This is an optimization exercise on Yosys and OpenROAD, whose aim is small area, a short achievable clock period and few clock cycles, not a production implementation. At most, simulation tests tie the RTL to the original design; equivalence was not proved. The RTL of run 3 was laid out without a check of its function. No activity file was given, so power comes from the tool's default toggle rates.

==> flow/design.v (outline; a module is shown in full before it is edited, if it fits) <==
// module tpb_codec: 817 lines
// module tpb_fmt: 20 lines
// module tpb_opd: 40 lines
// module tpb_legal: 30 lines
// module tpb_dec: 34 lines
// module tpb_resmux: 35 lines
// module tpb_rsp: 47 lines
// module tpb_ctl: 36 lines
// module tpb_pw: 32 lines
module tpb_codec (
    input  wire        clk,
    input  wire        rst,         
    input  wire        cmd_valid,
    output wire        cmd_ready,
    input  wire [31:0] cmd_word,
    input  wire [63:0] cmd_opd,
    input  wire [15:0] cmd_flen,
    input  wire        frm_valid,
    output wire        frm_ready,
    input  wire [7:0]  frm_data,
    output wire        rsp_valid,
    output wire [7:0]  rsp_status,
    output wire [63:0] rsp_res
);
  // ...
==> flow/flow/run.sh <==
#!/bin/bash
# Layout flow: the standard flow (standard.sh, ORFS) with two settings
# that ORFS reads from the environment:
#  - BUFFER_PORTS_ARGS: the port buffers are sky130_fd_sc_hd__buf_2 cells
#    (every input and output port still gets its own buffer);
#  - CTS_ARGS: the clock tree is built as the standard flow builds it, but
#    without dummy load cells.
# The clock period, the SDC and every other step are the standard flow's.
set -euo pipefail
export BUFFER_PORTS_ARGS="-buffer_cell sky130_fd_sc_hd__buf_2"
export CTS_ARGS="-sink_clustering_enable -repair_clock_nets -dont_use_dummy_load -sink_clustering_size 30 -sink_clustering_max_diameter 75 -buf_list sky130_fd_sc_hd__clkbuf_16"
bash standard.sh > standard.log 2>&1
==> flow/standard.sh <==
#!/bin/bash
# synth_recipe.tcl (not shown) runs the flow's synth.tcl, then flattens the netlist and writes it again
# the make line also repeats each setting of config.mk as NAME=value (left out here)
make -C /OpenROAD-flow-scripts/flow DESIGN_CONFIG=/design/flow/config.mk WORK_HOME=/design/flow/orfs CLKGATE_MAP_FILE= SYNTH_SCRIPT=/design/flow/synth_recipe.tcl "${@:-finish}"
==> flow/config.mk <==
export PLATFORM = sky130hd
export DESIGN_NAME = tpb_codec
export DESIGN_NICKNAME = tpb_codec
export VERILOG_FILES = /design/flow/design.v
export SDC_FILE = /design/flow/constraint.sdc
export NUM_CORES = 8
export LEC_CHECK = 0
export ABC_AREA = 1
export CAP_MARGIN = 20
export CORE_MARGIN = 2
export CORE_UTILIZATION = 40
export CTS_BUF_LIST = sky130_fd_sc_hd__clkbuf_16
export CTS_CLUSTER_DIAMETER = 75
export CTS_CLUSTER_SIZE = 30
export PLACE_DENSITY = 0.8
export SLEW_MARGIN = 20
export SYNTH_HIERARCHICAL = 1
==> flow/constraint.sdc <==
create_clock -name core_clock -period 70.0 [get_ports {clk}]
set_input_delay 14.0000 -clock core_clock [delete_from_list [all_inputs] [get_ports {clk}]]
set_output_delay 14.0000 -clock core_clock [all_outputs]
set_load 0.01 [all_outputs]
==> flow_summary.json, run 1 <==
{
  "outcome": "complete, no violations",
  "total_global_routing_overflow": 0,
  "number_of_clock_tree_buffers_in_the_layout": 73,
  "number_of_gates_given_a_new_drive_strength_after_cts": 0,
  "wire_length_of_the_first_global_routing_pass_microns": 179000,
  "final.setup.worst_slack_ns": 54.72,
  "drt-wirelength-per-cell_microns": 17.9,
  "vias_in_the_first_global_route": 31100,
  "hold_viol_final": 0,
  "hold_start": "ring[141][2]",
  "synthesis.yosys.warnings": 13,
  "timing.final.setup_violations": 0,
  "clockRootBuffer": "sky130_fd_sc_hd__clkbuf_16",
  "finalMaxSlewViolations": 0,
  "final_core_utilization_pct": 43.7,
  "final_nets": 5227,
  "clock_latency_of_the_later_clocked_register_in_the_worst_skew_pair_ns": 0.68,
  "synth_area_per_cell_sq_um": 10.7,
  "wl_met1_microns": 51500,
  "power.density_mw_per_mm2": 30.1,
  "cp.required_ns": 56.00,
  "multi_input_area_share_pct": 24.3,
  "nWellTaps": 1662,
  "clk_pin_slew_ns": 0.11,
  "routed-wl-met3_microns": 7130
}
Testbench counts, summed over its fixed seeds: cycles 41,912.
==> inputs of run 2 (changes only) <==
--- a/flow/config.mk
+++ b/flow/config.mk
@@ -10,3 +10,3 @@
 export CORE_MARGIN = 2
-export CORE_UTILIZATION = 40
+export CORE_UTILIZATION = 55
 export CTS_BUF_LIST = sky130_fd_sc_hd__clkbuf_16
==> run 2 against run 1 <==
Global-route usage up 7.0 points. Power grew 0.65%. Via count increased by 0.35%. Clock-buffer cell count did not move. Critical path depth stayed put. Wire length is essentially flat. Register-to-register slack better by 0.21 ns. Synthesized cell count unchanged. Clock skew rose by 0.013 ns. Setup slack worse by 0.16 ns. Design area shrank 0.91%. Critical path type unchanged. Highest routed layer is now met5.
==> flow_summary.json, run 2 <==
{
  "initial_utilization_pct": 55.7,
  "synthesis.instances": 4784,
  "regMostFlops": "ring",
  "static-leakage-power_nw": 24.0,
  "clock_tree.buffer_depth": 3,
  "power.density_mw_per_mm2": 30.6,
  "hold_viol_final": 0,
  "timing.final.setup_violations": 0,
  "critical_path_peak_fanout": 1,
  "final.setup.worst_slack_ns": 54.55,
  "reg2reg_to": "rr_q[41]",
  "dpl_worst_slack_ns": 54.25,
  "fillers": 7370,
  "ant_nets": 0,
  "largest_register_ff_count": 1408,
  "floorplan.core_area_sq_mm": 0.0919,
  "num_rows": 111,
  "synth_area_per_cell_sq_um": 10.7,
  "cp.buffers_inverters": 1,
  "worstPathArrival_ns": 1.45,
  "synth.cell_area_sq_mm": 0.0512,
  "timing.fmax_mhz": 64.7,
  "detail_route.iter0.violations": 2835,
  "global_route.peak_usage_layer": "met2",
  "track_usage_pct": 24.7,
  "num_vias": 31600,
  "worstSetupEndpointType": "output port",
  "chipHeight_microns": 309,
  "rsz0062_at_grt": "false",
  "crit_path_time_final_ns": 15.45,
  "worst_setup_sp_type": "flop",
  "critical-path-max-stage-delay_ns": 0.57,
  "grtUsageMet2_pct": 41.0,
  "outcome": "complete, no violations",
  "ios": 199,
  "critical_path.cell_chain": "buf_2",
  "post_cts.repair.setup_buffers": 0,
  "layout_cells_sized_above_1_pct": 10.2,
  "clkSinkCount": 1707,
  "worst-setup-path-type": "flop to output port",
  "hold_path_class": "flop to flop",
  "cts-buffers-inserted": 73,
  "global_route_met1_utilization_pct": 31.7,
  "hold-path-cell-count": 0,
  "place_congestion": 0.985,
  "tritoncts": "built",
  "maximum_resistive_drop_on_vdd_mv": 0.0199,
  "hold_start": "ring[162][0]",
  "crit_path_top_delay_cell": "sky130_fd_sc_hd__dfxtp_1",
  "setup_total_negative_slack_ns": 0,
  "layout.cells.most_common": "sky130_fd_sc_hd__dfxtp_1",
  "ff2ff_path_depth": 55,
  "clk_pin_slew_ns": 0.11,
  "final_min_period_over_clock_period_pct": 22.1,
  "final_nets": 5228,
  "mostFrequentLayoutCells": "1612 x sky130_fd_sc_hd__dfxtp_1, 928 x sky130_fd_sc_hd__nand2_1, 507 x sky130_fd_sc_hd__inv_1",
  "finalMaxSlewViolations": 0,
  "total_global_routing_overflow": 0,
  "remaining_drc_errors": 0,
  "groute.layer.met3.usage_pct": 3.79,
  "detailedRoute.firstPassIterationCount": 6,
  "drt_wl_total_microns": 118000,
  "drv_cap": 0,
  "clock_latency_of_the_later_clocked_register_in_the_worst_skew_pair_ns": 0.68,
  "flow.area_growth_from_synthesis_pct": 7.67,
  "synthesis.yosys.warnings": 13,
  "floorplan.die_area_sq_mm": 0.0955,
  "vias_per_cell": 5.10,
  "hpwlAfterDp_microns": 83900,
  "biggestRegsByFlops": "ring: 1408 flops, p: 96 flops, xq: 66 flops",
  "grt_start_max_net_pins": 66,
  "clockRootBuffer": "sky130_fd_sc_hd__clkbuf_16",
  "drt-wirelength-per-cell_microns": 19.1,
  "slew_headroom_pct": 20.8,
  "n_antenna_cell": 0,
  "largest_clock_skew_in_the_final_design_ns": 0.101,
  "cts_hold_buf": 0,
  "min_to": "ring[161][0]",
  "number_of_gates_given_a_new_drive_strength_after_cts": 0,
  "wire_length_of_the_first_global_routing_pass_microns": 179000,
  "rr_startpoint": "p[10][7]",
  "grt_antenna_before_repair": 5,
  "cp.required_ns": 56.00,
  "htree_num_levels": 3,
  "die_w_microns": 309,
  "timing.critical_path.max_delay_family": "flip-flops",
  "worst_margin_slew_ns": 1.16,
  "buffer_ports.inserted": 172,
  "vias_in_the_first_global_route": 30800,
  "worst-r2r-setup-slack_ns": 56.76
}
run 2: cell count changes in the layout (fill, tap and decap cells not counted), moves of 2 or more:
cell                        delta
sky130_fd_sc_hd__o21ai_1       +2
sky130_fd_sc_hd__a21oi_2       +2
sky130_fd_sc_hd__diode_2       -2
sky130_fd_sc_hd__a21oi_1       -2
sky130_fd_sc_hd__a2111oi_1     +2
sky130_fd_sc_hd__a2111oi_0     -2
run 2: power breakdown:
part | switching [W] | internal [W] | leakage [nW]
clock network | 0.000276 | 0.000188 | 0.900
logic | 0.000142 | 0.0000751 | 9.10
registers | 0.0000118 | 0.000993 | 14.0
total | 0.000429 | 0.00126 | 24.0
run 2: how the worst max path moves through the flow:
stage	start	end	slack, ns	depth (start not counted)
floorplan	cmd_word[30]	rv_q	54.84	14
global placement	cmd_word[30]	rv_q	54.31	15
detailed placement	cmd_word[5]	rr_q[2]	54.25	11
CTS	rr_q[2]	rsp_res[2]	54.52	1
global route	rr_q[2]	rsp_res[2]	54.46	1
finish	rr_q[0]	rsp_res[0]	54.55	1
run 2: through the flow:
stage	power [W]	cell area (sq um)	std cells	utilization, %	hold WS (ns)
floorplan	0.00116	51300	4809	-	0.310
global placement	0.00124	53300	6123	57.9	0.310
detailed placement	0.00124	53300	6123	57.9	0.312
CTS	0.00169	55100	6196	59.9	0.240
global route	0.00176	55100	6196	59.9	0.236
finish	0.00169	55100	6196	59.9	0.252
run 2: final cells by class:
cell class              instances  area, sq um  area share (%)
clock buffers                  73         1830            3.31
inverters                     532         2000            3.63
multi-input cells            2438        13500            24.5
flip-flops and latches       1707        35100            63.7
well taps                    1243         1560            2.82
repair buffers                203         1090            1.98
run 2: routing by layer:
layer,wire (microns),up-vias,part of all wire (%)
met3,6940,302,5.9
met2,55000,1050,46
li1,-,15300,-
met5,23,-,0.019
met1,50200,14900,42
met4,6230,4,5.3
==> module tpb_codec, before the edit <==
module tpb_codec (
    input  wire        clk,
    input  wire        rst,         
    input  wire        cmd_valid,
    output wire        cmd_ready,
    input  wire [31:0] cmd_word,
    input  wire [63:0] cmd_opd,
    input  wire [15:0] cmd_flen,
    input  wire        frm_valid,
    output wire        frm_ready,
    input  wire [7:0]  frm_data,
    output wire        rsp_valid,
    output wire [7:0]  rsp_status,
    output wire [63:0] rsp_res
);
    localparam [3:0] ST_OK          = 4'h0;
    localparam [3:0] ST_BAD_SYNC    = 4'h1;
    localparam [3:0] ST_BAD_SIZE    = 4'h2;
    localparam [3:0] ST_BAD_PID     = 4'h3;
    localparam [3:0] ST_BAD_ADAPT   = 4'h4;
    localparam [3:0] ST_UNKNOWN_PKT = 4'h5;
    localparam [3:0] ST_BAD_OFFSET  = 4'h6;
    localparam [3:0] ST_ILLEGAL     = 4'hD;
    localparam NR = 11;             
    localparam RL = 16;             
    localparam DIV_K   = 8;
    localparam DIV_PAD = 2;
    localparam DIV_CYC = 8;
    localparam XW      = DIV_PAD + 64;
    reg [7:0]  p [0:11];            
    reg [7:0]  ring [0:NR-1][0:RL-1];
    reg [3:0]  ph;                  
    reg [3:0]  dofs;                
    reg [6:0]  err;                 
    reg        rv_q;
    reg [3:0]  rs_q;
    reg [41:0] rr_q;
    reg        crdy_q;
    reg        frdy_q;
    reg        clr_q;
    reg [3:0]  ccnt;
    reg        in_load;
    reg [7:0]  tk;                  
    reg        fb_v;
    reg [7:0]  fb_d;
    reg        load_ok;
    reg        sp_pend;
    reg [2:0]  a_op;                
    reg [7:0]  a_idx;
    reg [7:0]  a_dat;
    reg        w_pend;
    reg [7:0]  w_idx;
    reg [7:0]  w_dat;
    reg           sysrst_q;         
    reg           busy;
    reg [2:0]     ecnt;
    reg [XW-1:0]  xq;
    reg [6:0]     rem;
    assign cmd_ready  = crdy_q;
    assign frm_ready  = frdy_q;
    assign rsp_valid  = rv_q;
    assign rsp_status = {4'd0, rs_q};
    assign rsp_res    = {22'd0, rr_q};
    wire fire = cmd_valid & crdy_q;
    wire take = frm_valid & frdy_q;
    wire [1:0]  afc     = p[3][5:4];
    wire        has_af  = afc[1];
    wire        has_pl  = afc[0];
    wire [7:0]  af_len  = p[4];
    wire [12:0] pid     = {p[1][4:0], p[2]};
    wire        has_pcr = has_af & p[5][4];
    wire [32:0] base = {p[6], p[7], p[8], p[9], p[10][7]};
    wire [8:0]  ext  = {p[10][0], p[11]};
    wire [41:0] res;
    wire [33:0] at_p, at_g, at_s;
    wire [34:0] at_c;
    assign at_p[0] = base[2] ^ base[0];
    assign at_g[0] = base[2] & base[0];
    assign at_p[1] = base[3] ^ base[1];
    assign at_g[1] = base[3] & base[1];
    assign at_p[2] = base[4] ^ base[2];
    assign at_g[2] = base[4] & base[2];
    assign at_p[3] = base[5] ^ base[3];
    assign at_g[3] = base[5] & base[3];
    assign at_p[4] = base[6] ^ base[4];
    assign at_g[4] = base[6] & base[4];
    assign at_p[5] = base[7] ^ base[5];
    assign at_g[5] = base[7] & base[5];
    assign at_p[6] = base[8] ^ base[6];
    assign at_g[6] = base[8] & base[6];
    assign at_p[7] = base[9] ^ base[7];
    assign at_g[7] = base[9] & base[7];
    assign at_p[8] = base[10] ^ base[8];
    assign at_g[8] = base[10] & base[8];
    assign at_p[9] = base[11] ^ base[9];
    assign at_g[9] = base[11] & base[9];
    assign at_p[10] = base[12] ^ base[10];
    assign at_g[10] = base[12] & base[10];
    assign at_p[11] = base[13] ^ base[11];
    assign at_g[11] = base[13] & base[11];
    assign at_p[12] = base[14] ^ base[12];
    assign at_g[12] = base[14] & base[12];
    assign at_p[13] = base[15] ^ base[13];
    assign at_g[13] = base[15] & base[13];
    assign at_p[14] = base[16] ^ base[14];
    assign at_g[14] = base[16] & base[14];
    assign at_p[15] = base[17] ^ base[15];
    assign at_g[15] = base[17] & base[15];
    assign at_p[16] = base[18] ^ base[16];
    assign at_g[16] = base[18] & base[16];
    assign at_p[17] = base[19] ^ base[17];
    assign at_g[17] = base[19] & base[17];
    assign at_p[18] = base[20] ^ base[18];
    assign at_g[18] = base[20] & base[18];
    assign at_p[19] = base[21] ^ base[19];
    assign at_g[19] = base[21] & base[19];
    assign at_p[20] = base[22] ^ base[20];
    assign at_g[20] = base[22] & base[20];
    assign at_p[21] = base[23] ^ base[21];
    assign at_g[21] = base[23] & base[21];
    assign at_p[22] = base[24] ^ base[22];
    assign at_g[22] = base[24] & base[22];
    assign at_p[23] = base[25] ^ base[23];
    assign at_g[23] = base[25] & base[23];
    assign at_p[24] = base[26] ^ base[24];
    assign at_g[24] = base[26] & base[24];
    assign at_p[25] = base[27] ^ base[25];
    assign at_g[25] = base[27] & base[25];
    assign at_p[26] = base[28] ^ base[26];
    assign at_g[26] = base[28] & base[26];
    assign at_p[27] = base[29] ^ base[27];
    assign at_g[27] = base[29] & base[27];
    assign at_p[28] = base[30] ^ base[28];
    assign at_g[28] = base[30] & base[28];
    assign at_p[29] = base[31] ^ base[29];
    assign at_g[29] = base[31] & base[29];
    assign at_p[30] = base[32] ^ base[30];
    assign at_g[30] = base[32] & base[30];
    assign at_p[31] = 1'b0 ^ base[31];
    assign at_g[31] = 1'b0 & base[31];
    assign at_p[32] = 1'b0 ^ base[32];
    assign at_g[32] = 1'b0 & base[32];
    assign at_p[33] = 1'b0 ^ 1'b0;
    assign at_g[33] = 1'b0 & 1'b0;
    assign at_c[0] = 1'b0;
    assign at_c[1] = at_g[0] | (at_p[0] & at_c[0]);
    assign at_c[2] = at_g[1] | (at_p[1] & at_c[1]);
    assign at_c[3] = at_g[2] | (at_p[2] & at_c[2]);
    assign at_c[4] = at_g[3] | (at_p[3] & at_c[3]);
    assign at_c[5] = at_g[4] | (at_p[4] & at_c[4]);
    assign at_c[6] = at_g[5] | (at_p[5] & at_c[5]);
    assign at_c[7] = at_g[6] | (at_p[6] & at_c[6]);
    assign at_c[8] = at_g[7] | (at_p[7] & at_c[7]);
    assign at_c[9] = at_g[8] | (at_p[8] & at_c[8]);
    assign at_c[10] = at_g[9] | (at_p[9] & at_c[9]);
    assign at_c[11] = at_g[10] | (at_p[10] & at_c[10]);
    assign at_c[12] = at_g[11] | (at_p[11] & at_c[11]);
    assign at_c[13] = at_g[12] | (at_p[12] & at_c[12]);
    assign at_c[14] = at_g[13] | (at_p[13] & at_c[13]);
    assign at_c[15] = at_g[14] | (at_p[14] & at_c[14]);
    assign at_c[16] = at_g[15] | (at_p[15] & at_c[15]);
    assign at_c[17] = at_g[16] | (at_p[16] & at_c[16]);
    assign at_c[18] = at_g[17] | (at_p[17] & at_c[17]);
    assign at_c[19] = at_g[18] | (at_p[18] & at_c[18]);
    assign at_c[20] = at_g[19] | (at_p[19] & at_c[19]);
    assign at_c[21] = (at_g[20]) | (at_c[20] & at_p[20]);
    assign at_c[22] = (at_g[21]) | (at_g[20] & at_p[21]) | (at_c[20] & at_p[20] & at_p[21]);
    assign at_c[23] = (at_g[22]) | (at_g[21] & at_p[22]) | (at_g[20] & at_p[21] & at_p[22]) | (at_c[20] & at_p[20] & at_p[21] & at_p[22]);
    assign at_c[24] = (at_g[23]) | (at_g[22] & at_p[23]) | (at_g[21] & at_p[22] & at_p[23]) | (at_g[20] & at_p[21] & at_p[22] & at_p[23]) | (at_c[20] & at_p[20] & at_p[21] & at_p[22] & at_p[23]);
    assign at_c[25] = (at_g[24]) | (at_c[24] & at_p[24]);
    assign at_c[26] = (at_g[25]) | (at_g[24] & at_p[25]) | (at_c[24] & at_p[24] & at_p[25]);
    assign at_c[27] = (at_g[26]) | (at_g[25] & at_p[26]) | (at_g[24] & at_p[25] & at_p[26]) | (at_c[24] & at_p[24] & at_p[25] & at_p[26]);
    assign at_c[28] = (at_g[27]) | (at_g[26] & at_p[27]) | (at_g[25] & at_p[26] & at_p[27]) | (at_g[24] & at_p[25] & at_p[26] & at_p[27]) | (at_c[24] & at_p[24] & at_p[25] & at_p[26] & at_p[27]);
    assign at_c[29] = (at_g[28]) | (at_c[28] & at_p[28]);
    assign at_c[30] = (at_g[29]) | (at_g[28] & at_p[29]) | (at_c[28] & at_p[28] & at_p[29]);
    assign at_c[31] = (at_g[30]) | (at_g[29] & at_p[30]) | (at_g[28] & at_p[29] & at_p[30]) | (at_c[28] & at_p[28] & at_p[29] & at_p[30]);
    assign at_c[32] = (at_g[31]) | (at_g[30] & at_p[31]) | (at_g[29] & at_p[30] & at_p[31]) | (at_g[28] & at_p[29] & at_p[30] & at_p[31]) | (at_c[28] & at_p[28] & at_p[29] & at_p[30] & at_p[31]);
    assign at_c[33] = (at_g[32]) | (at_c[32] & at_p[32]);
    assign at_c[34] = (at_g[33]) | (at_g[32] & at_p[33]) | (at_c[32] & at_p[32] & at_p[33]);
    assign at_s[0] = at_p[0] ^ at_c[0];
    assign at_s[1] = at_p[1] ^ at_c[1];
    assign at_s[2] = at_p[2] ^ at_c[2];
    assign at_s[3] = at_p[3] ^ at_c[3];
    assign at_s[4] = at_p[4] ^ at_c[4];
    assign at_s[5] = at_p[5] ^ at_c[5];
    assign at_s[6] = at_p[6] ^ at_c[6];
    assign at_s[7] = at_p[7] ^ at_c[7];
    assign at_s[8] = at_p[8] ^ at_c[8];
    assign at_s[9] = at_p[9] ^ at_c[9];
    assign at_s[10] = at_p[10] ^ at_c[10];
    assign at_s[11] = at_p[11] ^ at_c[11];
    assign at_s[12] = at_p[12] ^ at_c[12];
    assign at_s[13] = at_p[13] ^ at_c[13];
    assign at_s[14] = at_p[14] ^ at_c[14];
    assign at_s[15] = at_p[15] ^ at_c[15];
    assign at_s[16] = at_p[16] ^ at_c[16];
    assign at_s[17] = at_p[17] ^ at_c[17];
    assign at_s[18] = at_p[18] ^ at_c[18];
    assign at_s[19] = at_p[19] ^ at_c[19];
    assign at_s[20] = at_p[20] ^ at_c[20];
    assign at_s[21] = at_p[21] ^ at_c[21];
    assign at_s[22] = at_p[22] ^ at_c[22];
    assign at_s[23] = at_p[23] ^ at_c[23];
    assign at_s[24] = at_p[24] ^ at_c[24];
    assign at_s[25] = at_p[25] ^ at_c[25];
    assign at_s[26] = at_p[26] ^ at_c[26];
    assign at_s[27] = at_p[27] ^ at_c[27];
    assign at_s[28] = at_p[28] ^ at_c[28];
    assign at_s[29] = at_p[29] ^ at_c[29];
    assign at_s[30] = at_p[30] ^ at_c[30];
    assign at_s[31] = at_p[31] ^ at_c[31];
    assign at_s[32] = at_p[32] ^ at_c[32];
    assign at_s[33] = at_p[33] ^ at_c[33];
    wire [35:0] t = {at_s[33], at_s[32], at_s[31], at_s[30], at_s[29], at_s[28], at_s[27], at_s[26], at_s[25], at_s[24], at_s[23], at_s[22], at_s[21], at_s[20], at_s[19], at_s[18], at_s[17], at_s[16], at_s[15], at_s[14], at_s[13], at_s[12], at_s[11], at_s[10], at_s[9], at_s[8], at_s[7], at_s[6], at_s[5], at_s[4], at_s[3], at_s[2], at_s[1], at_s[0], base[1], base[0]};
    wire [35:0] aq_p, aq_g, aq_s;
    wire [36:0] aq_c;
    assign aq_p[0] = t[0] ^ ext[6];
    assign aq_g[0] = t[0] & ext[6];
    assign aq_p[1] = t[1] ^ ext[7];
    assign aq_g[1] = t[1] & ext[7];
    assign aq_p[2] = t[2] ^ ext[8];
    assign aq_g[2] = t[2] & ext[8];
    assign aq_p[3] = t[3] ^ 1'b0;
    assign aq_g[3] = t[3] & 1'b0;
    assign aq_p[4] = t[4] ^ 1'b0;
    assign aq_g[4] = t[4] & 1'b0;
    assign aq_p[5] = t[5] ^ 1'b0;
    assign aq_g[5] = t[5] & 1'b0;
    assign aq_p[6] = t[6] ^ 1'b0;
    assign aq_g[6] = t[6] & 1'b0;
    assign aq_p[7] = t[7] ^ 1'b0;
    assign aq_g[7] = t[7] & 1'b0;
    assign aq_p[8] = t[8] ^ 1'b0;
    assign aq_g[8] = t[8] & 1'b0;
    assign aq_p[9] = t[9] ^ 1'b0;
    assign aq_g[9] = t[9] & 1'b0;
    assign aq_p[10] = t[10] ^ 1'b0;
    assign aq_g[10] = t[10] & 1'b0;
    assign aq_p[11] = t[11] ^ 1'b0;
    assign aq_g[11] = t[11] & 1'b0;
    assign aq_p[12] = t[12] ^ 1'b0;
    assign aq_g[12] = t[12] & 1'b0;
    assign aq_p[13] = t[13] ^ 1'b0;
    assign aq_g[13] = t[13] & 1'b0;
    assign aq_p[14] = t[14] ^ 1'b0;
    assign aq_g[14] = t[14] & 1'b0;
    assign aq_p[15] = t[15] ^ 1'b0;
    assign aq_g[15] = t[15] & 1'b0;
    assign aq_p[16] = t[16] ^ 1'b0;
    assign aq_g[16] = t[16] & 1'b0;
    assign aq_p[17] = t[17] ^ 1'b0;
    assign aq_g[17] = t[17] & 1'b0;
    assign aq_p[18] = t[18] ^ 1'b0;
    assign aq_g[18] = t[18] & 1'b0;
    assign aq_p[19] = t[19] ^ 1'b0;
    assign aq_g[19] = t[19] & 1'b0;
    assign aq_p[20] = t[20] ^ 1'b0;
    assign aq_g[20] = t[20] & 1'b0;
    assign aq_p[21] = t[21] ^ 1'b0;
    assign aq_g[21] = t[21] & 1'b0;
    assign aq_p[22] = t[22] ^ 1'b0;
    assign aq_g[22] = t[22] & 1'b0;
    assign aq_p[23] = t[23] ^ 1'b0;
    assign aq_g[23] = t[23] & 1'b0;
    assign aq_p[24] = t[24] ^ 1'b0;
    assign aq_g[24] = t[24] & 1'b0;
    assign aq_p[25] = t[25] ^ 1'b0;
    assign aq_g[25] = t[25] & 1'b0;
    assign aq_p[26] = t[26] ^ 1'b0;
    assign aq_g[26] = t[26] & 1'b0;
    assign aq_p[27] = t[27] ^ 1'b0;
    assign aq_g[27] = t[27] & 1'b0;
    assign aq_p[28] = t[28] ^ 1'b0;
    assign aq_g[28] = t[28] & 1'b0;
    assign aq_p[29] = t[29] ^ 1'b0;
    assign aq_g[29] = t[29] & 1'b0;
    assign aq_p[30] = t[30] ^ 1'b0;
    assign aq_g[30] = t[30] & 1'b0;
    assign aq_p[31] = t[31] ^ 1'b0;
    assign aq_g[31] = t[31] & 1'b0;
    assign aq_p[32] = t[32] ^ 1'b0;
    assign aq_g[32] = t[32] & 1'b0;
    assign aq_p[33] = t[33] ^ 1'b0;
    assign aq_g[33] = t[33] & 1'b0;
    assign aq_p[34] = t[34] ^ 1'b0;
    assign aq_g[34] = t[34] & 1'b0;
    assign aq_p[35] = t[35] ^ 1'b0;
    assign aq_g[35] = t[35] & 1'b0;
    assign aq_c[0] = 1'b0;
    assign aq_c[1] = aq_g[0] | (aq_p[0] & aq_c[0]);
    assign aq_c[2] = aq_g[1] | (aq_p[1] & aq_c[1]);
    assign aq_c[3] = aq_g[2] | (aq_p[2] & aq_c[2]);
    assign aq_c[4] = aq_g[3] | (aq_p[3] & aq_c[3]);
    assign aq_c[5] = aq_g[4] | (aq_p[4] & aq_c[4]);
    assign aq_c[6] = aq_g[5] | (aq_p[5] & aq_c[5]);
    assign aq_c[7] = aq_g[6] | (aq_p[6] & aq_c[6]);
    assign aq_c[8] = aq_g[7] | (aq_p[7] & aq_c[7]);
    assign aq_c[9] = aq_g[8] | (aq_p[8] & aq_c[8]);
    assign aq_c[10] = aq_g[9] | (aq_p[9] & aq_c[9]);
    assign aq_c[11] = aq_g[10] | (aq_p[10] & aq_c[10]);
    assign aq_c[12] = aq_g[11] | (aq_p[11] & aq_c[11]);
    assign aq_c[13] = aq_g[12] | (aq_p[12] & aq_c[12]);
    assign aq_c[14] = aq_g[13] | (aq_p[13] & aq_c[13]);
    assign aq_c[15] = aq_g[14] | (aq_p[14] & aq_c[14]);
    assign aq_c[16] = aq_g[15] | (aq_p[15] & aq_c[15]);
    assign aq_c[17] = aq_g[16] | (aq_p[16] & aq_c[16]);
    assign aq_c[18] = aq_g[17] | (aq_p[17] & aq_c[17]);
    assign aq_c[19] = aq_g[18] | (aq_p[18] & aq_c[18]);
    assign aq_c[20] = aq_g[19] | (aq_p[19] & aq_c[19]);
    assign aq_c[21] = aq_g[20] | (aq_p[20] & aq_c[20]);
    assign aq_c[22] = aq_g[21] | (aq_p[21] & aq_c[21]);
    assign aq_c[23] = aq_g[22] | (aq_p[22] & aq_c[22]);
    assign aq_c[24] = aq_g[23] | (aq_p[23] & aq_c[23]);
    assign aq_c[25] = aq_g[24] | (aq_p[24] & aq_c[24]);
    assign aq_c[26] = aq_g[25] | (aq_p[25] & aq_c[25]);
    assign aq_c[27] = aq_g[26] | (aq_p[26] & aq_c[26]);
    assign aq_c[28] = aq_g[27] | (aq_p[27] & aq_c[27]);
    assign aq_c[29] = aq_g[28] | (aq_p[28] & aq_c[28]);
    assign aq_c[30] = aq_g[29] | (aq_p[29] & aq_c[29]);
    assign aq_c[31] = aq_g[30] | (aq_p[30] & aq_c[30]);
    assign aq_c[32] = aq_g[31] | (aq_p[31] & aq_c[31]);
    assign aq_c[33] = aq_g[32] | (aq_p[32] & aq_c[32]);
    assign aq_c[34] = aq_g[33] | (aq_p[33] & aq_c[33]);
    assign aq_c[35] = aq_g[34] | (aq_p[34] & aq_c[34]);
    assign aq_c[36] = aq_g[35] | (aq_p[35] & aq_c[35]);
    assign aq_s[0] = aq_p[0] ^ aq_c[0];
    assign aq_s[1] = aq_p[1] ^ aq_c[1];
    assign aq_s[2] = aq_p[2] ^ aq_c[2];
    assign aq_s[3] = aq_p[3] ^ aq_c[3];
    assign aq_s[4] = aq_p[4] ^ aq_c[4];
    assign aq_s[5] = aq_p[5] ^ aq_c[5];
    assign aq_s[6] = aq_p[6] ^ aq_c[6];
    assign aq_s[7] = aq_p[7] ^ aq_c[7];
    assign aq_s[8] = aq_p[8] ^ aq_c[8];
    assign aq_s[9] = aq_p[9] ^ aq_c[9];
    assign aq_s[10] = aq_p[10] ^ aq_c[10];
    assign aq_s[11] = aq_p[11] ^ aq_c[11];
    assign aq_s[12] = aq_p[12] ^ aq_c[12];
    assign aq_s[13] = aq_p[13] ^ aq_c[13];
    assign aq_s[14] = aq_p[14] ^ aq_c[14];
    assign aq_s[15] = aq_p[15] ^ aq_c[15];
    assign aq_s[16] = aq_p[16] ^ aq_c[16];
    assign aq_s[17] = aq_p[17] ^ aq_c[17];
    assign aq_s[18] = aq_p[18] ^ aq_c[18];
    assign aq_s[19] = aq_p[19] ^ aq_c[19];
    assign aq_s[20] = aq_p[20] ^ aq_c[20];
    assign aq_s[21] = aq_p[21] ^ aq_c[21];
    assign aq_s[22] = aq_p[22] ^ aq_c[22];
    assign aq_s[23] = aq_p[23] ^ aq_c[23];
    assign aq_s[24] = aq_p[24] ^ aq_c[24];
    assign aq_s[25] = aq_p[25] ^ aq_c[25];
    assign aq_s[26] = aq_p[26] ^ aq_c[26];
    assign aq_s[27] = aq_p[27] ^ aq_c[27];
    assign aq_s[28] = aq_p[28] ^ aq_c[28];
    assign aq_s[29] = aq_p[29] ^ aq_c[29];
    assign aq_s[30] = aq_p[30] ^ aq_c[30];
    assign aq_s[31] = aq_p[31] ^ aq_c[31];
    assign aq_s[32] = aq_p[32] ^ aq_c[32];
    assign aq_s[33] = aq_p[33] ^ aq_c[33];
    assign aq_s[34] = aq_p[34] ^ aq_c[34];
    assign aq_s[35] = aq_p[35] ^ aq_c[35];
    wire [39:0] q = {aq_s[35], aq_s[34], aq_s[33], aq_s[32], aq_s[31], aq_s[30], aq_s[29], aq_s[28], aq_s[27], aq_s[26], aq_s[25], aq_s[24], aq_s[23], aq_s[22], aq_s[21], aq_s[20], aq_s[19], aq_s[18], aq_s[17], aq_s[16], aq_s[15], aq_s[14], aq_s[13], aq_s[12], aq_s[11], aq_s[10], aq_s[9], aq_s[8], aq_s[7], aq_s[6], aq_s[5], aq_s[4], aq_s[3], aq_s[2], aq_s[1], aq_s[0], ext[5], ext[4], ext[3], ext[2]};
    wire [39:0] aw_p, aw_g, aw_s;
    wire [40:0] aw_c;
    assign aw_p[0] = q[0] ^ ~t[0];
    assign aw_g[0] = q[0] & ~t[0];
    assign aw_p[1] = q[1] ^ ~t[1];
    assign aw_g[1] = q[1] & ~t[1];
    assign aw_p[2] = q[2] ^ ~t[2];
    assign aw_g[2] = q[2] & ~t[2];
    assign aw_p[3] = q[3] ^ ~t[3];
    assign aw_g[3] = q[3] & ~t[3];
    assign aw_p[4] = q[4] ^ ~t[4];
    assign aw_g[4] = q[4] & ~t[4];
    assign aw_p[5] = q[5] ^ ~t[5];
    assign aw_g[5] = q[5] & ~t[5];
    assign aw_p[6] = q[6] ^ ~t[6];
    assign aw_g[6] = q[6] & ~t[6];
    assign aw_p[7] = q[7] ^ ~t[7];
    assign aw_g[7] = q[7] & ~t[7];
    assign aw_p[8] = q[8] ^ ~t[8];
    assign aw_g[8] = q[8] & ~t[8];
    assign aw_p[9] = q[9] ^ ~t[9];
    assign aw_g[9] = q[9] & ~t[9];
    assign aw_p[10] = q[10] ^ ~t[10];
    assign aw_g[10] = q[10] & ~t[10];
    assign aw_p[11] = q[11] ^ ~t[11];
    assign aw_g[11] = q[11] & ~t[11];
    assign aw_p[12] = q[12] ^ ~t[12];
    assign aw_g[12] = q[12] & ~t[12];
    assign aw_p[13] = q[13] ^ ~t[13];
    assign aw_g[13] = q[13] & ~t[13];
    assign aw_p[14] = q[14] ^ ~t[14];
    assign aw_g[14] = q[14] & ~t[14];
    assign aw_p[15] = q[15] ^ ~t[15];
    assign aw_g[15] = q[15] & ~t[15];
    assign aw_p[16] = q[16] ^ ~t[16];
    assign aw_g[16] = q[16] & ~t[16];
    assign aw_p[17] = q[17] ^ ~t[17];
    assign aw_g[17] = q[17] & ~t[17];
    assign aw_p[18] = q[18] ^ ~t[18];
    assign aw_g[18] = q[18] & ~t[18];
    assign aw_p[19] = q[19] ^ ~t[19];
    assign aw_g[19] = q[19] & ~t[19];
    assign aw_p[20] = q[20] ^ ~t[20];
    assign aw_g[20] = q[20] & ~t[20];
    assign aw_p[21] = q[21] ^ ~t[21];
    assign aw_g[21] = q[21] & ~t[21];
    assign aw_p[22] = q[22] ^ ~t[22];
    assign aw_g[22] = q[22] & ~t[22];
    assign aw_p[23] = q[23] ^ ~t[23];
    assign aw_g[23] = q[23] & ~t[23];
    assign aw_p[24] = q[24] ^ ~t[24];
    assign aw_g[24] = q[24] & ~t[24];
    assign aw_p[25] = q[25] ^ ~t[25];
    assign aw_g[25] = q[25] & ~t[25];
    assign aw_p[26] = q[26] ^ ~t[26];
    assign aw_g[26] = q[26] & ~t[26];
    assign aw_p[27] = q[27] ^ ~t[27];
    assign aw_g[27] = q[27] & ~t[27];
    assign aw_p[28] = q[28] ^ ~t[28];
    assign aw_g[28] = q[28] & ~t[28];
    assign aw_p[29] = q[29] ^ ~t[29];
    assign aw_g[29] = q[29] & ~t[29];
    assign aw_p[30] = q[30] ^ ~t[30];
    assign aw_g[30] = q[30] & ~t[30];
    assign aw_p[31] = q[31] ^ ~t[31];
    assign aw_g[31] = q[31] & ~t[31];
    assign aw_p[32] = q[32] ^ ~t[32];
    assign aw_g[32] = q[32] & ~t[32];
    assign aw_p[33] = q[33] ^ ~t[33];
    assign aw_g[33] = q[33] & ~t[33];
    assign aw_p[34] = q[34] ^ ~t[34];
    assign aw_g[34] = q[34] & ~t[34];
    assign aw_p[35] = q[35] ^ ~t[35];
    assign aw_g[35] = q[35] & ~t[35];
    assign aw_p[36] = q[36] ^ 1'b1;
    assign aw_g[36] = q[36] & 1'b1;
    assign aw_p[37] = q[37] ^ 1'b1;
    assign aw_g[37] = q[37] & 1'b1;
    assign aw_p[38] = q[38] ^ 1'b1;
    assign aw_g[38] = q[38] & 1'b1;
    assign aw_p[39] = q[39] ^ 1'b1;
    assign aw_g[39] = q[39] & 1'b1;
    assign aw_c[0] = 1'b1;
    assign aw_c[1] = aw_g[0] | (aw_p[0] & aw_c[0]);
    assign aw_c[2] = aw_g[1] | (aw_p[1] & aw_c[1]);
    assign aw_c[3] = aw_g[2] | (aw_p[2] & aw_c[2]);
    assign aw_c[4] = aw_g[3] | (aw_p[3] & aw_c[3]);
    assign aw_c[5] = aw_g[4] | (aw_p[4] & aw_c[4]);
    assign aw_c[6] = aw_g[5] | (aw_p[5] & aw_c[5]);
    assign aw_c[7] = aw_g[6] | (aw_p[6] & aw_c[6]);
    assign aw_c[8] = aw_g[7] | (aw_p[7] & aw_c[7]);
    assign aw_c[9] = aw_g[8] | (aw_p[8] & aw_c[8]);
    assign aw_c[10] = aw_g[9] | (aw_p[9] & aw_c[9]);
    assign aw_c[11] = aw_g[10] | (aw_p[10] & aw_c[10]);
    assign aw_c[12] = aw_g[11] | (aw_p[11] & aw_c[11]);
    assign aw_c[13] = aw_g[12] | (aw_p[12] & aw_c[12]);
    assign aw_c[14] = aw_g[13] | (aw_p[13] & aw_c[13]);
    assign aw_c[15] = aw_g[14] | (aw_p[14] & aw_c[14]);
    assign aw_c[16] = aw_g[15] | (aw_p[15] & aw_c[15]);
    assign aw_c[17] = aw_g[16] | (aw_p[16] & aw_c[16]);
    assign aw_c[18] = aw_g[17] | (aw_p[17] & aw_c[17]);
    assign aw_c[19] = aw_g[18] | (aw_p[18] & aw_c[18]);
    assign aw_c[20] = aw_g[19] | (aw_p[19] & aw_c[19]);
    assign aw_c[21] = aw_g[20] | (aw_p[20] & aw_c[20]);
    assign aw_c[22] = aw_g[21] | (aw_p[21] & aw_c[21]);
    assign aw_c[23] = aw_g[22] | (aw_p[22] & aw_c[22]);
    assign aw_c[24] = aw_g[23] | (aw_p[23] & aw_c[23]);
    assign aw_c[25] = (aw_g[24]) | (aw_c[24] & aw_p[24]);
    assign aw_c[26] = (aw_g[25]) | (aw_g[24] & aw_p[25]) | (aw_c[24] & aw_p[24] & aw_p[25]);
    assign aw_c[27] = (aw_g[26]) | (aw_g[25] & aw_p[26]) | (aw_g[24] & aw_p[25] & aw_p[26]) | (aw_c[24] & aw_p[24] & aw_p[25] & aw_p[26]);
    assign aw_c[28] = (aw_g[27]) | (aw_g[26] & aw_p[27]) | (aw_g[25] & aw_p[26] & aw_p[27]) | (aw_g[24] & aw_p[25] & aw_p[26] & aw_p[27]) | (aw_c[24] & aw_p[24] & aw_p[25] & aw_p[26] & aw_p[27]);
    assign aw_c[29] = (aw_g[28]) | (aw_c[28] & aw_p[28]);
    assign aw_c[30] = (aw_g[29]) | (aw_g[28] & aw_p[29]) | (aw_c[28] & aw_p[28] & aw_p[29]);
    assign aw_c[31] = (aw_g[30]) | (aw_g[29] & aw_p[30]) | (aw_g[28] & aw_p[29] & aw_p[30]) | (aw_c[28] & aw_p[28] & aw_p[29] & aw_p[30]);
    assign aw_c[32] = (aw_g[31]) | (aw_g[30] & aw_p[31]) | (aw_g[29] & aw_p[30] & aw_p[31]) | (aw_g[28] & aw_p[29] & aw_p[30] & aw_p[31]) | (aw_c[28] & aw_p[28] & aw_p[29] & aw_p[30] & aw_p[31]);
    assign aw_c[33] = (aw_g[32]) | (aw_c[32] & aw_p[32]);
    assign aw_c[34] = (aw_g[33]) | (aw_g[32] & aw_p[33]) | (aw_c[32] & aw_p[32] & aw_p[33]);
    assign aw_c[35] = (aw_g[34]) | (aw_g[33] & aw_p[34]) | (aw_g[32] & aw_p[33] & aw_p[34]) | (aw_c[32] & aw_p[32] & aw_p[33] & aw_p[34]);
    assign aw_c[36] = (aw_g[35]) | (aw_g[34] & aw_p[35]) | (aw_g[33] & aw_p[34] & aw_p[35]) | (aw_g[32] & aw_p[33] & aw_p[34] & aw_p[35]) | (aw_c[32] & aw_p[32] & aw_p[33] & aw_p[34] & aw_p[35]);
    assign aw_c[37] = (aw_g[36]) | (aw_c[36] & aw_p[36]);
    assign aw_c[38] = (aw_g[37]) | (aw_g[36] & aw_p[37]) | (aw_c[36] & aw_p[36] & aw_p[37]);
    assign aw_c[39] = (aw_g[38]) | (aw_g[37] & aw_p[38]) | (aw_g[36] & aw_p[37] & aw_p[38]) | (aw_c[36] & aw_p[36] & aw_p[37] & aw_p[38]);
    assign aw_c[40] = (aw_g[39]) | (aw_g[38] & aw_p[39]) | (aw_g[37] & aw_p[38] & aw_p[39]) | (aw_g[36] & aw_p[37] & aw_p[38] & aw_p[39]) | (aw_c[36] & aw_p[36] & aw_p[37] & aw_p[38] & aw_p[39]);
    assign aw_s[0] = aw_p[0] ^ aw_c[0];
    assign aw_s[1] = aw_p[1] ^ aw_c[1];
    assign aw_s[2] = aw_p[2] ^ aw_c[2];
    assign aw_s[3] = aw_p[3] ^ aw_c[3];
    assign aw_s[4] = aw_p[4] ^ aw_c[4];
    assign aw_s[5] = aw_p[5] ^ aw_c[5];
    assign aw_s[6] = aw_p[6] ^ aw_c[6];
    assign aw_s[7] = aw_p[7] ^ aw_c[7];
    assign aw_s[8] = aw_p[8] ^ aw_c[8];
    assign aw_s[9] = aw_p[9] ^ aw_c[9];
    assign aw_s[10] = aw_p[10] ^ aw_c[10];
    assign aw_s[11] = aw_p[11] ^ aw_c[11];
    assign aw_s[12] = aw_p[12] ^ aw_c[12];
    assign aw_s[13] = aw_p[13] ^ aw_c[13];
    assign aw_s[14] = aw_p[14] ^ aw_c[14];
    assign aw_s[15] = aw_p[15] ^ aw_c[15];
    assign aw_s[16] = aw_p[16] ^ aw_c[16];
    assign aw_s[17] = aw_p[17] ^ aw_c[17];
    assign aw_s[18] = aw_p[18] ^ aw_c[18];
    assign aw_s[19] = aw_p[19] ^ aw_c[19];
    assign aw_s[20] = aw_p[20] ^ aw_c[20];
    assign aw_s[21] = aw_p[21] ^ aw_c[21];
    assign aw_s[22] = aw_p[22] ^ aw_c[22];
    assign aw_s[23] = aw_p[23] ^ aw_c[23];
    assign aw_s[24] = aw_p[24] ^ aw_c[24];
    assign aw_s[25] = aw_p[25] ^ aw_c[25];
    assign aw_s[26] = aw_p[26] ^ aw_c[26];
    assign aw_s[27] = aw_p[27] ^ aw_c[27];
    assign aw_s[28] = aw_p[28] ^ aw_c[28];
    assign aw_s[29] = aw_p[29] ^ aw_c[29];
    assign aw_s[30] = aw_p[30] ^ aw_c[30];
    assign aw_s[31] = aw_p[31] ^ aw_c[31];
    assign aw_s[32] = aw_p[32] ^ aw_c[32];
    assign aw_s[33] = aw_p[33] ^ aw_c[33];
    assign aw_s[34] = aw_p[34] ^ aw_c[34];
    assign aw_s[35] = aw_p[35] ^ aw_c[35];
    assign aw_s[36] = aw_p[36] ^ aw_c[36];
    assign aw_s[37] = aw_p[37] ^ aw_c[37];
    assign aw_s[38] = aw_p[38] ^ aw_c[38];
    assign aw_s[39] = aw_p[39] ^ aw_c[39];
    wire [39:0] w = {aw_s[39], aw_s[38], aw_s[37], aw_s[36], aw_s[35], aw_s[34], aw_s[33], aw_s[32], aw_s[31], aw_s[30], aw_s[29], aw_s[28], aw_s[27], aw_s[26], aw_s[25], aw_s[24], aw_s[23], aw_s[22], aw_s[21], aw_s[20], aw_s[19], aw_s[18], aw_s[17], aw_s[16], aw_s[15], aw_s[14], aw_s[13], aw_s[12], aw_s[11], aw_s[10], aw_s[9], aw_s[8], aw_s[7], aw_s[6], aw_s[5], aw_s[4], aw_s[3], aw_s[2], aw_s[1], aw_s[0]};
    assign res = {w, ext[1:0]};
    wire [41:0] pcr_rd = res;
    wire       l_big = (af_len >= 8'd183);
    wire [7:0] l_p5  = af_len + 8'd5;           
    wire [7:0] l_m   = 8'd183 - af_len;         
    wire [7:0] af_win_len = (af_len > 8'd183) ? 8'd183 : af_len;
    wire [8:0] pl_off = has_af ? (l_big ? 9'd188 : {1'b0, l_p5}) : 9'd4;
    wire [8:0] pl_len = has_af ? (l_big ? 9'd0 : {1'b0, l_m}) : 9'd184;
    wire [3:0] st_validate = (p[0] != 8'h47) ? ST_BAD_SYNC :
                             (has_af && af_len > 8'd183) ? ST_BAD_ADAPT : ST_OK;
    wire cls_unk = (p[0] != 8'h47) & (p[0] != 8'h80);
    wire cls_80  = (p[0] == 8'h80);
    wire [6:0] err_new;
    assign err_new[0] = rv_q && rs_q == ST_BAD_SYNC;
    assign err_new[1] = rv_q && rs_q == ST_BAD_SIZE;
    assign err_new[2] = rv_q && rs_q == ST_BAD_PID;
    assign err_new[3] = rv_q && rs_q == ST_BAD_ADAPT;
    assign err_new[4] = rv_q && rs_q == ST_UNKNOWN_PKT;
    assign err_new[5] = rv_q && rs_q == ST_BAD_OFFSET;
    assign err_new[6] = rv_q && rs_q == ST_ILLEGAL;
    wire [6:0]  err_eff  = err | err_new;
    wire [7:0] fidx  = tk - 8'd1;                   
    wire       fb_static = (fidx < 8'd12);
    wire       a_static  = (a_idx < 8'd12);
    wire       sp_rdb    = (a_op == 3'b000);    
    wire       sp_wr     = (a_op == 3'b001);    
    wire       sp_tsc    = (a_op == 3'b100);    
    wire       sp_afc    = (a_op == 3'b101);    
    wire       sp_clrpcr = (a_op == 3'b111);    
    wire       sp_clrerr = (a_op == 3'b110);    
    wire [7:0] raddr = w_pend ? w_idx : (fb_v ? fidx : a_idx);
    wire [7:0] rj    = raddr - 8'd12;
    wire [3:0] rring = rj[7:4];
    wire [3:0] rslot = rj[3:0] + dofs;
    wire       at_wr = (rslot == ph);                
    wire       at_rd = (rslot[2:0] == ph[2:0]);      
    wire ld_w  = fb_v & ((fidx == 8'd0) ? (fb_d == 8'h47) : load_ok);
    wire w_go  = w_pend & at_wr & ~clr_q;
    wire sp_go = sp_pend & ~w_pend & (a_static | (~clr_q & (sp_wr ? at_wr : at_rd)));
    wire [7:0] saddr = fb_v ? fidx : a_idx;
    wire       s_we  = fb_v ? (ld_w & fb_static) : (sp_go & sp_wr & a_static);
    wire [7:0] sbus  = fb_v ? fb_d : a_dat;
    wire       r_we  = w_go | (ld_w & ~fb_static) | (sp_go & sp_wr & ~a_static);
    wire [7:0] rbus  = clr_q ? 8'd0 : (w_pend ? w_dat : (fb_v ? fb_d : a_dat));
    reg [7:0] ring_rd;
    integer ri;
    always @* begin
        ring_rd = 8'd0;
        for (ri = 0; ri < NR; ri = ri + 1)
            if (rring == ri) ring_rd = ring_rd | ((rslot[3] ^ ph[3]) ? ring[ri][8] : ring[ri][0]);
    end
    reg [7:0] static_rd;
    always @* begin
        case (a_idx[3:0])
            4'd0: static_rd = p[0];   4'd1: static_rd = p[1];   4'd2: static_rd = p[2];
            4'd3: static_rd = p[3];   4'd4: static_rd = p[4];   4'd5: static_rd = p[5];
            4'd6: static_rd = p[6];   4'd7: static_rd = p[7];   4'd8: static_rd = p[8];
            4'd9: static_rd = p[9];   4'd10: static_rd = p[10]; default: static_rd = p[11];
        endcase
    end
    wire [7:0] rd_byte   = a_static ? static_rd : ring_rd;
    reg [6:0]       st_r;
    reg [DIV_K-1:0] st_q;
    reg [7:0]       st_t;
    integer si;
    always @* begin
        st_r = rem;
        for (si = 0; si < DIV_K; si = si + 1) begin
            st_t = {st_r, xq[XW-1-si]};
            if (st_t >= 8'd75) begin
                st_r = st_t - 8'd75;
                st_q[DIV_K-1-si] = 1'b1;
            end else begin
                st_r = st_t[6:0];
                st_q[DIV_K-1-si] = 1'b0;
            end
        end
    end
    wire [XW-1:0] xq_next  = {xq[XW-DIV_K-1:0], st_q};
    wire          div_last = busy & (ecnt == DIV_CYC - 1);
    wire [32:0]   base_wr  = xq_next[32:0];
    wire [8:0]    ext_wr   = {st_r, xq_next[XW-1:XW-2]};
    wire clr_first = clr_q & (ccnt == 4'd0);
    wire clr_pcr   = sp_go & sp_clrpcr & p[3][5];
    wire [7:0] s_val = (clr_first | clr_pcr) ? 8'd0 : sbus;
    reg [7:0] pn [0:11];
    integer bi;
    always @* begin
        for (bi = 0; bi < 12; bi = bi + 1) begin
            pn[bi] = p[bi];
            if (clr_first || (s_we && saddr[3:0] == bi) || (clr_pcr && bi >= 6))
                pn[bi] = s_val;
        end
        if (sp_go && sp_tsc) pn[3][7:6] = a_dat[1:0];
        if (sp_go && sp_afc) pn[3][5:4] = a_dat[1:0];
        if (clr_pcr) pn[5][4] = 1'b0;
        if (busy && ecnt == 3'd0) begin
            if (!p[3][5]) pn[3][5:4] = 2'b11;
            if (p[4] < 8'd7) pn[4] = 8'd7;
            pn[5][4] = 1'b1;
        end
        if (div_last) begin
            pn[6]  = base_wr[32:25];
            pn[7]  = base_wr[24:17];
            pn[8]  = base_wr[16:9];
            pn[9]  = base_wr[8:1];
            pn[10] = {base_wr[0], 6'b111111, ext_wr[8]};
            pn[11] = ext_wr[7:0];
        end
    end
    wire [95:0] p_cur  = {p[11], p[10], p[9], p[8], p[7], p[6], p[5], p[4], p[3], p[2], p[1], p[0]};
    wire [95:0] p_slow = {pn[11], pn[10], pn[9], pn[8], pn[7], pn[6], pn[5], pn[4], pn[3], pn[2], pn[1], pn[0]};
    wire [95:0] p_d;
    wire        o_rv_d;
    wire [3:0]  o_rs_d;
    wire [41:0] o_rr_d;
    wire        L_load, L_slow, L_pcr, L_sysrst;
    wire [9:0]  fm;
    wire [34:0] o;
    wire [22:0] dl;
    tpb_fmt u_fmt (.cmd_word(cmd_word), .cmd_flen(cmd_flen), .fm(fm));
    tpb_opd u_opd (.op(cmd_word[7:0]), .o(o));
    wire        ill;
    tpb_legal u_legal (.cmd_word(cmd_word), .ill(ill));
    tpb_dec u_dec (.o(o), .fm(fm), .ill(ill), .dl(dl));
    assign L_load   = dl[1];
    assign L_slow   = dl[4];
    assign L_pcr    = dl[12];
    assign L_sysrst = dl[15];
    wire [41:0] res_m;
    tpb_resmux u_res (
        .op          (cmd_word[7:0]),
        .p_cur       (p_cur),
        .cls_80      (cls_80),
        .af_win_len  (af_win_len),
        .pl_len      (pl_len[7:0]),
        .pl_off      (pl_off[7:0]),
        .pcr_rd      (pcr_rd),
        .err_eff     (err_eff),
        .m           (res_m)
    );
    tpb_rsp u_rsp (
        .fire        (fire),
        .ill         (ill),
        .dl          (dl),
        .idx_imm     (cmd_word[31:8]),
        .m           (res_m),
        .st_validate (st_validate),
        .cls_unk     (cls_unk),
        .in_load     (in_load),
        .load_done   (in_load & take & (tk == 8'd187)),
        .load_ok     (load_ok),
        .sp_pend     (sp_pend),
        .sp_go       (sp_go),
        .sp_rdb      (sp_rdb),
        .sp_clrerr   (sp_clrerr),
        .err_eff     (err_eff),
        .w_pend      (w_pend),
        .rd_byte     (rd_byte),
        .rv_d        (o_rv_d),
        .rs_d        (o_rs_d),
        .rr_d        (o_rr_d)
    );
    wire [19:0] pw_d;
    tpb_pw u_pw (
        .fire        (fire),
        .cmd_word    (cmd_word),
        .p_slow      (p_slow[27:8]),
        .p_d         (pw_d)
    );
    assign p_d = {p_slow[95:28], pw_d, p_slow[7:0]};
    integer rr, pp;
    always @(posedge clk) begin
        for (rr = 0; rr < NR; rr = rr + 1) begin
            for (pp = 0; pp < RL - 1; pp = pp + 1)
                ring[rr][pp] <= ring[rr][pp + 1];
            if (clr_q || (r_we && rring == rr))
                ring[rr][RL-1] <= rbus;
            else
                ring[rr][RL-1] <= ring[rr][0];
        end
        for (bi = 0; bi < 12; bi = bi + 1)
            p[bi] <= p_d[8*bi +: 8];
        ph <= ph + 4'd1;
        busy <= busy_d;
        if (busy) begin
            xq  <= xq_next;
            rem <= st_r;
            ecnt <= ecnt + 3'd1;
        end else begin
            xq  <= {{DIV_PAD{1'b0}}, cmd_opd};
            rem <= 7'd0;
            ecnt <= 3'd0;
        end
        sp_pend <= sp_pend_d;
        if (!sp_pend) begin
            a_idx <= cmd_word[15:8];
            a_dat <= cmd_word[23:16];
            a_op  <= {cmd_word[5], cmd_word[4], cmd_word[2]};
        end
        w_pend <= w_pend_d;
        if (fb_v && fidx == 8'd0 && fb_d == 8'h47) w_pend <= 1'b0;
        if (!w_pend) begin
            w_idx <= cmd_word[15:8];
            w_dat <= cmd_word[23:16];
        end
        fb_d <= frm_data;
        fb_v <= take & in_load;
        if (take & in_load) tk <= tk1;
        in_load <= in_load_d;
        if (fb_v && fidx == 8'd0) load_ok <= (fb_d == 8'h47);
        if (!in_load) tk <= 8'd0;
        if (ld_w && fidx == 8'd12) dofs <= ph;           
        sysrst_q <= sysrst_d;
        if (clr_q) begin
            ccnt <= ccnt + 4'd1;
            if (ccnt == 4'd15) clr_q <= 1'b0;
        end
        if (sysrst_q) begin
            clr_q  <= 1'b1;
            ccnt   <= 4'd0;
            w_pend <= 1'b0;
        end
        if (sysrst_q || (sp_go && sp_clrerr))
            err <= 7'd0;
        else
            err <= err_eff;
        rv_q <= o_rv_d;
        rs_q <= o_rs_d;
        rr_q <= o_rr_d;
        crdy_q <= crdy_d;
        frdy_q <= frdy_d;
        if (rst) begin
            ph      <= 4'd0;
            dofs    <= 4'd0;
            err     <= 7'd0;
            rv_q    <= 1'b0;
            crdy_q  <= 1'b0;
            frdy_q  <= 1'b0;
            clr_q   <= 1'b1;
            ccnt    <= 4'd0;
            w_pend  <= 1'b0;
            in_load <= 1'b0;
            tk      <= 8'd0;
            fb_v    <= 1'b0;
            load_ok <= 1'b0;
            sp_pend <= 1'b0;
            busy    <= 1'b0;
            sysrst_q <= 1'b0;
        end
    end
    wire [7:0] tk1    = tk + 8'd1;
    wire       ok_n   = (fb_v && fidx == 8'd0) ? (fb_d == 8'h47) : load_ok;
    wire [3:0] dofs_n = (ld_w && fidx == 8'd12) ? ph : dofs;
    wire [3:0] al     = ph + 4'd14 - dofs_n;
    wire       r_free = ~clr_q & ~w_pend;       
    wire fr_b = in_load & (tk < 8'd188) &
                ((tk < 8'd12) | ~ok_n |
                 (r_free & ((tk == 8'd12) | (tk[3:0] == al))));
    wire fr_a = in_load & (tk < 8'd187) &
                ((tk < 8'd11) | ~ok_n |
                 (r_free & ((tk == 8'd11) | (tk == 8'd12) | (tk[3:0] + 4'd1 == al))));
    wire busy_d, sp_pend_d, w_pend_d, in_load_d, sysrst_d, crdy_d, frdy_d;
    tpb_ctl u_ctl (
        .fire       (fire),
        .take       (take),
        .L_load     (dl[1]),
        .L_slow     (dl[4]),
        .L_pcr      (dl[12]),
        .L_sysrst   (dl[15]),
        .L_wrbring  (dl[22]),
        .busy       (busy),
        .div_last   (div_last),
        .sp_pend    (sp_pend),
        .sp_go      (sp_go),
        .w_pend     (w_pend),
        .w_go       (w_go),
        .in_load    (in_load),
        .tk_last    (tk == 8'd187),
        .fr_a       (fr_a),
        .fr_b       (fr_b),
        .sysrst_q   (sysrst_q),
        .busy_d     (busy_d),
        .sp_pend_d  (sp_pend_d),
        .w_pend_d   (w_pend_d),
        .in_load_d  (in_load_d),
        .sysrst_d   (sysrst_d),
        .crdy_d     (crdy_d),
        .frdy_d     (frdy_d)
    );
endmodule
==> inputs of run 3 (changes only) <==
--- a/flow/design.v
+++ b/flow/design.v
@@ -25,5 +25,5 @@
     localparam RL = 16;             
-    localparam DIV_K   = 8;
-    localparam DIV_PAD = 2;
-    localparam DIV_CYC = 8;
+    localparam DIV_K   = 11;
+    localparam DIV_PAD = 4;
+    localparam DIV_CYC = 6;
     localparam XW      = DIV_PAD + 64;
--- a/flow/config.mk
+++ b/flow/config.mk
@@ -10,3 +10,3 @@
 export CORE_MARGIN = 2
-export CORE_UTILIZATION = 55
+export CORE_UTILIZATION = 40
 export CTS_BUF_LIST = sky130_fd_sc_hd__clkbuf_16
@@ -14,3 +14,2 @@
 export CTS_CLUSTER_SIZE = 30
-export PLACE_DENSITY = 0.8
 export SLEW_MARGIN = 20
==> run 3 against run 2 <==
Sequential share of layout area is 1.3 points lower. Power is 0.44% higher. Wire length is 1.9% lower. Hold slack better by 0.028 ns. Synthesized cell count is 0.27% higher. Critical path type unchanged. Largest power group unchanged. Highest routed layer unchanged.
==> flow_summary.json, run 3 <==
{
  "drv_cap": 0,
  "synth.cell_area_sq_mm": 0.0516,
  "biggestRegsByFlops": "ring: 1408 flops, p: 96 flops, xq: 68 flops",
  "clock_tree.buffer_depth": 3,
  "clockRootBuffer": "sky130_fd_sc_hd__clkbuf_16",
  "flow.area_growth_from_synthesis_pct": 9.19,
  "largest_register_ff_count": 1408,
  "drt-wirelength-per-cell_microns": 17.5,
  "crit_start": "rv_q",
  "reg2reg_to": "rr_q[41]",
  "ant_nets": 0,
  "grt_start_max_net_pins": 62,
  "maximum_resistive_drop_on_vdd_mv": 0.0185,
  "cts_hold_buf": 0,
  "crit_path_time_final_ns": 15.41,
  "cts-buffers-inserted": 80,
  "detail_route.iter0.violations": 1910,
  "hpwlAfterDp_microns": 85800,
  "clkSinkCount": 1709,
  "final_nets": 5268,
  "vias_per_cell": 4.62,
  "drt_wl_total_microns": 116000,
  "critical_path_peak_fanout": 4,
  "worst-setup-path-type": "flop to output port",
  "buffer_ports.inserted": 172,
  "crit_path_top_delay_cell": "sky130_fd_sc_hd__dfxtp_1",
  "die_w_microns": 363,
  "timing.fmax_mhz": 64.9,
  "num_rows": 131,
  "detailedRoute.firstPassIterationCount": 5,
  "total_global_routing_overflow": 0,
  "worst_margin_slew_ns": 1.06,
  "cp.required_ns": 56.00,
  "initial_utilization_pct": 40.4,
  "outcome": "complete, no violations",
  "synthesis.instances": 4797,
  "num_vias": 30700,
  "synth_area_per_cell_sq_um": 10.8,
  "worstSetupEndpointType": "output port",
  "cp.buffers_inverters": 1,
  "clock_latency_of_the_later_clocked_register_in_the_worst_skew_pair_ns": 0.74,
  "chipHeight_microns": 363,
  "clk_pin_slew_ns": 0.11,
  "ff2ff_path_depth": 56,
  "critical-path-max-stage-delay_ns": 0.40,
  "static-leakage-power_nw": 24.3,
  "remaining_drc_errors": 0,
  "layout_cells_sized_above_1_pct": 10.6,
  "layout.cells.most_common": "sky130_fd_sc_hd__dfxtp_1",
  "vias_in_the_first_global_route": 29300,
  "floorplan.core_area_sq_mm": 0.128,
  "rr_startpoint": "p[10][7]",
  "hold-path-cell-count": 0,
  "timing.critical_path.max_delay_family": "flip-flops",
  "ios": 199,
  "wire_length_of_the_first_global_routing_pass_microns": 176000,
  "mostFrequentLayoutCells": "1614 x sky130_fd_sc_hd__dfxtp_1, 905 x sky130_fd_sc_hd__nand2_1, 512 x sky130_fd_sc_hd__inv_1",
  "setup_total_negative_slack_ns": 0,
  "dpl-instance-area_sq_mm": 0.0543,
  "regMostFlops": "ring",
  "hold_start": "ring[92][7]",
  "hold_path_class": "flop to flop",
  "final_core_utilization_pct": 44.1,
  "synthesis.yosys.warnings": 13,
  "worst-r2r-setup-slack_ns": 56.97,
  "slew_headroom_pct": 28.6,
  "largest_clock_skew_in_the_final_design_ns": 0.116,
  "floorplan.die_area_sq_mm": 0.132,
  "post_cts.repair.setup_buffers": 0,
  "min_to": "ring[91][7]",
  "timing.final.setup_violations": 0,
  "htree_num_levels": 3,
  "power.density_mw_per_mm2": 30.1,
  "finalMaxSlewViolations": 0,
  "critical_path.cell_chain": "buf_2",
  "track_usage_pct": 17.6,
  "rsz0062_at_grt": "false",
  "place_congestion": 1.05,
  "tritoncts": "built",
  "number_of_gates_given_a_new_drive_strength_after_cts": 0,
  "worstPathArrival_ns": 1.41,
  "post-route-cell-area_sq_mm": 0.0563,
  "path_depth": 1,
  "worst_setup_sp_type": "flop",
  "final_min_period_over_clock_period_pct": 22.0,
  "grt_antenna_before_repair": 4,
  "power.total_w": 0.00169,
  "hold_viol_final": 0
}
==> run 3: area by class of cell <==
cell class | count | area (sq um)
inverter | 536 | 2010
tap | 1662 | 2080
multi-input combinational | 2450 | 13900
timing repair buffer | 215 | 1200
fill | 12100 | 71500
sequential | 1709 | 35200
antenna | 2 | 5.00
clock buffer | 80 | 2000
==> run 3: where the power goes <==
group          switching, W  total [W]  leakage [nW]  internal (W)
Sequential        0.0000133    0.00101          14.0      0.000995
Combinational      0.000127   0.000199          9.27     0.0000717
Clock              0.000282   0.000486         0.986      0.000205
==> run 3: worst max path at each step <==
stage	endpoint
floorplan	rv_q
detailed placement	rv_q
finish	rsp_valid
global route	rsp_valid
CTS	rsp_valid
global placement	rv_q
==> run 3: metal layers <==
layer  track usage (%)  part of all wire, %  up-vias
li1                  -                    -    15400
met1              24.9                   49    14400
met2              27.4                   44      684
met3              2.70                  4.2      201
met4              5.84                  3.3        4
met5                 0                0.020        -
==> run 3: through the flow <==
step	hold slack [ns]	setup WS [ns]	std cells
2_1_floorplan	0.310	54.83	4822
3_3_place_gp	0.309	54.03	6569
3_5_place_dp	0.312	54.05	6570
4_1_cts	0.269	54.56	6650
5_1_grt	0.281	54.54	6652
6_report	0.280	54.59	6654

[re-timing with driven ports]
How much do the figures lean on ideal ports? The routed layouts below were timed once more, with nothing changed but the port constraints.
Step 1 sets driving cells, clkbuf_16 on the clock port and buf_2 on the other inputs (assumed; they add their load-dependent delay and slew).
Step 2 adds t to the input delays and takes it off the output delays; t is the mean of the earliest and latest rising clock arrival at the registers after step 1. Input paths then give back, and output paths get back, about the clock's delay inside the block.
Slacks: no drivers / after step 1 / after step 2; pairs: no drivers / after step 1.
run | shift t [ns] | setup slack, ns | slew at the worst register clock pin (ns)
run 1 | 0.695 | 54.718 / 54.656 / 54.158 | 0.11 / 0.11
run 2 | 0.708 | 54.553 / 54.480 / 54.196 | 0.11 / 0.11
run 3 | 0.756 | 54.586 / 54.508 / 54.101 | 0.11 / 0.11
After both steps setup and hold are still met in every run listed. The setup slack of run 1, which loses most, moves by -0.062 ns with the drivers and by -0.560 ns with both steps.
